What follows belongs to an exercise in optimizing a design on an open flow for small area, a short achievable clock period and few clock cycles per item; a production flow would make more cautious choices.
The RTL was checked by simulation tests, not by an equivalence proof against the original design.
Power figures rest on the tool's default switching activity, not on a simulated workload.

Setup of the previous run:
// qr_rs_decoder
module qr_rs_decoder (
  input  wire         clk,
  input  wire         rst,
  input  wire         cmd_valid,
  output wire         cmd_ready,
  input  wire [7:0]   cmd_n,
  input  wire [4:0]   cmd_k,
  input  wire         in_valid,
  output wire         in_ready,
  input  wire [7:0]   in_data,
  output reg          res_valid,
  output reg  [1:0]   res_err,
  output reg  [2:0]   res_sub,
  output reg  [3:0]   res_nerr,
  output wire [119:0] res_eloc,
  output wire [119:0] res_emag
);
Size in the first run: ~14000 cells after synthesis, about 1800 flip-flops, roughly 280 I/O pins.
==> flow/config.mk <==
export PLATFORM = sky130hd
export DESIGN_NAME = qr_rs_decoder
export DESIGN_NICKNAME = qr_rs_decoder
export VERILOG_FILES = /design/flow/design.v
export SDC_FILE = /design/flow/constraint.sdc
export NUM_CORES = 8
export LEC_CHECK = 0
export CAP_MARGIN = 20
export CORE_MARGIN = 2
export CORE_UTILIZATION = 45
export CTS_CLUSTER_DIAMETER = 80
export CTS_CLUSTER_SIZE = 20
export PLACE_DENSITY = 0.65
export SLEW_MARGIN = 20
==> flow/constraint.sdc <==
create_clock -name core_clock -period 12.0 [get_ports {clk}]
set_input_delay 2.4000 -clock core_clock [delete_from_list [all_inputs] [get_ports {clk}]]
set_output_delay 2.4000 -clock core_clock [all_outputs]
set_load 0.01 [all_outputs]
standard.sh (not shown) runs the stock make flow with config.mk's settings and CLKGATE_MAP_FILE= SYNTH_SCRIPT=/design/flow/synth_recipe.tcl, a recipe that flattens the netlist after the stock synthesis.
==> flow/flow/run.sh <==
#!/bin/bash
# The standard layout (standard.sh: the ORFS flow, synthesis unchanged), with
#  - port buffers of buf_4 rather than the resizer's weakest buffer, and
#  - timing repair (after CTS and after global routing) aiming for 8.5 ns of
#    setup slack, i.e. a 3.5 ns register-to-register delay.
# Each tool writes its full log under orfs/logs; the make output goes to standard.log.
set -euo pipefail
export BUFFER_PORTS_ARGS="-buffer_cell sky130_fd_sc_hd__buf_4"
export SETUP_SLACK_MARGIN=8.5
bash standard.sh > standard.log 2>&1
Looking at the reports, the previous run completed the entire flow and the layout it produced met the timing, design-rule and antenna checks.
Testbench counts of the previous run, summed over its fixed seeds: cycles 23,168, blocks 240.
[inputs] the current run vs the previous run
--- a/flow/design.v
+++ b/flow/design.v
@@ -139,24 +139,25 @@
   reg [4:0] s1_k;
   localparam [2:0] E_IDLE = 3'd0, E_TA = 3'd1, E_TB = 3'd2, E_DIV = 3'd3, E_END = 3'd4, E_T0 = 3'd5, E_T1 = 3'd6;
   localparam [2:0] K_CHIEN = 3'd0, K_PARAM = 3'd1, K_SYNZ = 3'd2, K_SUB3 = 3'd3, K_SUB5 = 3'd4;
   reg [2:0]  es;
   reg [7:0]  R [0:KMAX];
   reg [7:0]  Q [0:KMAX];
   reg [7:0]  U [0:15];
   reg [7:0]  V [0:15];
   reg [4:0]  p;          
   reg [30:0] ph;         
   reg [4:0]  d, z;
   reg [63:0] sce;        
+  reg [7:0]  scn;        
   reg        first, looped;
   reg        c_idle, c_swap, c_norm, c_scale, c_shift;
   reg [11:0] lih;        
   reg [7:0]  linv;       
   reg [7:0]  rpq, qpq, sct;
   reg        ph2;        
   reg        ph2m, ph2r;  
   reg [7:0]  n2;
   reg [4:0]  k2;
   reg [2:0]  kind2;
   localparam [1:0] C_IDLE = 2'd0, C_RUN = 2'd1, C_FL1 = 2'd2, C_FL2 = 2'd3;
   reg [1:0] cs;
@@ -277,24 +278,27 @@
       if (R[j] != 8'h00) begin
         anynz = 1'b1;
         if (j >= hk) hi = 1'b1;
       end
     end
   end
   reg  [7:0] pm [0:23];
   always @* begin
     for (j = 0; j < 24; j = j + 1)
       pm[j] = gf_mulx(sce, !ph2m ? Q[j] : (j < 7) ? Q[24+j] : (j < 23) ? V[j-7] : 8'h00);
   end
   wire [7:0] sc_next  = rpq ^ gf_mulx(sce, qpq);
+  wire [7:0] sc_sel   = (es == E_TB && c_swap)            ? linv :
+                        (es == E_DIV && !ph2)             ? scn  :
+                        (es == E_DIV && ph2 && d != 5'd0) ? sct  : 8'h00;
   wire [7:0] rpq_next = rb ^ gf_mulx(sce, qb);
   wire ta_go = hi && (looped || anynz);
   wire ld = c_idle;
   always @(posedge clk) begin
     ph2  <= (es == E_DIV) & !ph2;
     ph2m <= (es == E_DIV) & !ph2m;
     ph2r <= (es == E_DIV) & !ph2r;
   end
   always @(posedge clk) begin
     if (rst) begin
       es     <= E_IDLE;
       c_idle <= 1'b1;
@@ -337,63 +341,62 @@
       for (j = 0; j <= KMAX; j = j + 1) Q[j] <= (j > 0) ? R[j-1] : 8'h00;
       for (j = 0; j < 16; j = j + 1)    V[j] <= (j > 0) ? U[j-1] : 8'h00;
     end else if (c_scale) begin
       for (j = 0; j < 24; j = j + 1) Q[j] <= pm[j];
     end else if (c_shift) begin
       for (j = 0; j <= KMAX; j = j + 1)
         Q[j] <= (j >= KMAX) ? 8'h00 : (j + 1 < 24 || !first) ? Q[j+1] : pm[j+1-24];
       for (j = 0; j < 16; j = j + 1)
         V[j] <= (j == 15) ? 8'h00 : first ? pm[j+8] : V[j+1];
     end
     lih  <= gf_inv_a(sct);
     linv <= gf_inv_b(lih);
+    scn <= sc_sel;
+    sce <= gf_expand(sc_sel);
     if (ld) begin
       n2     <= s1_n;
       k2     <= s1_k;
       kind2  <= K_PARAM;
       p      <= s1_k - 5'd1;
       for (j = 0; j <= KMAX; j = j + 1) ph[j] <= (j + 1 == s1_k);
       z      <= 5'd0;
       looped <= 1'b0;
-      sce    <= 64'd0;
       qpq    <= 8'h00;
     end
     case (es)
       E_T0: begin
         sct <= ra;
         rpq <= rb;
       end
       E_TA: begin
         kind2 <= (!looped && !anynz) ? K_SYNZ : !looped ? K_SUB5 : (U[0] == 8'h00) ? K_SUB3 : K_CHIEN;
       end
       E_TB: begin
         if (c_norm) z <= z + 5'd1;
         if (c_swap) begin
-          sce    <= gf_expand(linv);
           rpq    <= qpq;      
           qpq    <= rpq;      
           d      <= z + 5'd1;
           z      <= 5'd0;
           first  <= 1'b1;
           looped <= 1'b1;
         end
       end
       E_DIV: begin
         if (!ph2) begin
           sct <= sc_next;
           rpq <= rpq_next;
           if (first) qpq <= gf_mulx(sce, qpq);
         end else begin
           first <= 1'b0;
-          sce   <= (d != 5'd0) ? gf_expand(sct) : 64'd0;
           d     <= d - 5'd1;
           if (d != 5'd0) begin
             p  <= p - 5'd1;
             ph <= ph >> 1;
           end
         end
       end
       default: ;
     endcase
   end
   reg [7:0] ssum, sodd, wsum;
   always @* begin
@@ -414,25 +417,26 @@
       cs        <= C_IDLE;
       res_valid <= 1'b0;
       emit      <= 1'b0;
       a3v       <= 1'b0;
       b3v       <= 1'b0;
     end else begin
       res_valid <= (s3_take && kind2 != K_CHIEN) || emit;
       emit      <= (cs == C_FL1);
       a3v       <= c3_go;
       b3v       <= a3v;
       case (cs)
         C_IDLE: if (s3_load) cs <= C_RUN;
-        C_RUN:  if (pos == 8'd0 || rcnt_n == {1'b0, degs}) cs <= C_FL1;
+        C_RUN:  if (pos == 8'd0 || rcnt_n == {1'b0, degs} ||
+                    (pos < 8'd16 && {1'b0, rcnt} + {2'b00, pos[3:0]} + 6'd1 < {2'b00, degs})) cs <= C_FL1;
         C_FL1:  cs <= C_FL2;
         C_FL2:  cs <= s3_load ? C_RUN : C_IDLE;
       endcase
     end
   end
   always @(posedge clk) begin
     if (s3_take) begin
       for (j = 0; j < 16; j = j + 1) sg[j] <= U[15-j];
       for (j = 1; j < 16; j = j + 1) om[j] <= R[15-j];
       pos  <= n2 - 8'd1;
       degs <= k2[3:0] - p[3:0] - 4'd1;
     end else begin
==> run summary <==
Per the final summary, the current run finished and its layout is clean on timing, DRC and antenna.
Against the previous run, final period demand of the worst path in the current run came out worse.
Number of vias per cell after detailed routing went down by a few percent going from the previous run to the current run.
As of the current run, total standard cell area after synthesis had fallen slightly compared to the previous run.
Register count in the current run is lower than in the previous run.
Between the previous run and the current run, the number of antenna violations at the first check in global routing is lower for the current run.
[compare] base=the previous run new=the current run: adder-cell share of the synthesized area stayed essentially flat; compound-gate portion of the synthesized area stayed essentially flat; net switching component of the power rose by about 7%; number of clock sinks seen by CTS fell by 1.9%.
The current run ended up with a higher critical path data arrival time than the previous run did.
Testbench counts of the current run, summed over its fixed seeds: cycles 23,072, blocks 240.

separate check: timing with driven ports:
No port has a modelled driver above. Below, the same layouts with a new extraction and two added sets of constraints.
Step 1 sets driving cells, clkbuf_16 on the clock port and buf_2 on the other inputs (assumed; they add their load-dependent delay and slew).
Step 2 times the ports against the registers' clock, not the clock port: input delays grow and output delays shrink by t, the midpoint of the rising clock arrivals with the driver on.
Three values: ideal, step 1, step 2; two values: the first two.
run | shift t [ns] | setup WS [ns] | worst setup path at the end
the previous run | 0.960 | 8.155 / 8.042 / 8.228 | input to register
the current run | 0.962 | 8.080 / 7.978 / 7.727 | input to register
After both steps every run listed still meets setup and hold. For the current run, which loses most, drivers alone change the setup slack by -0.102 ns; drivers and shift together by -0.353 ns.
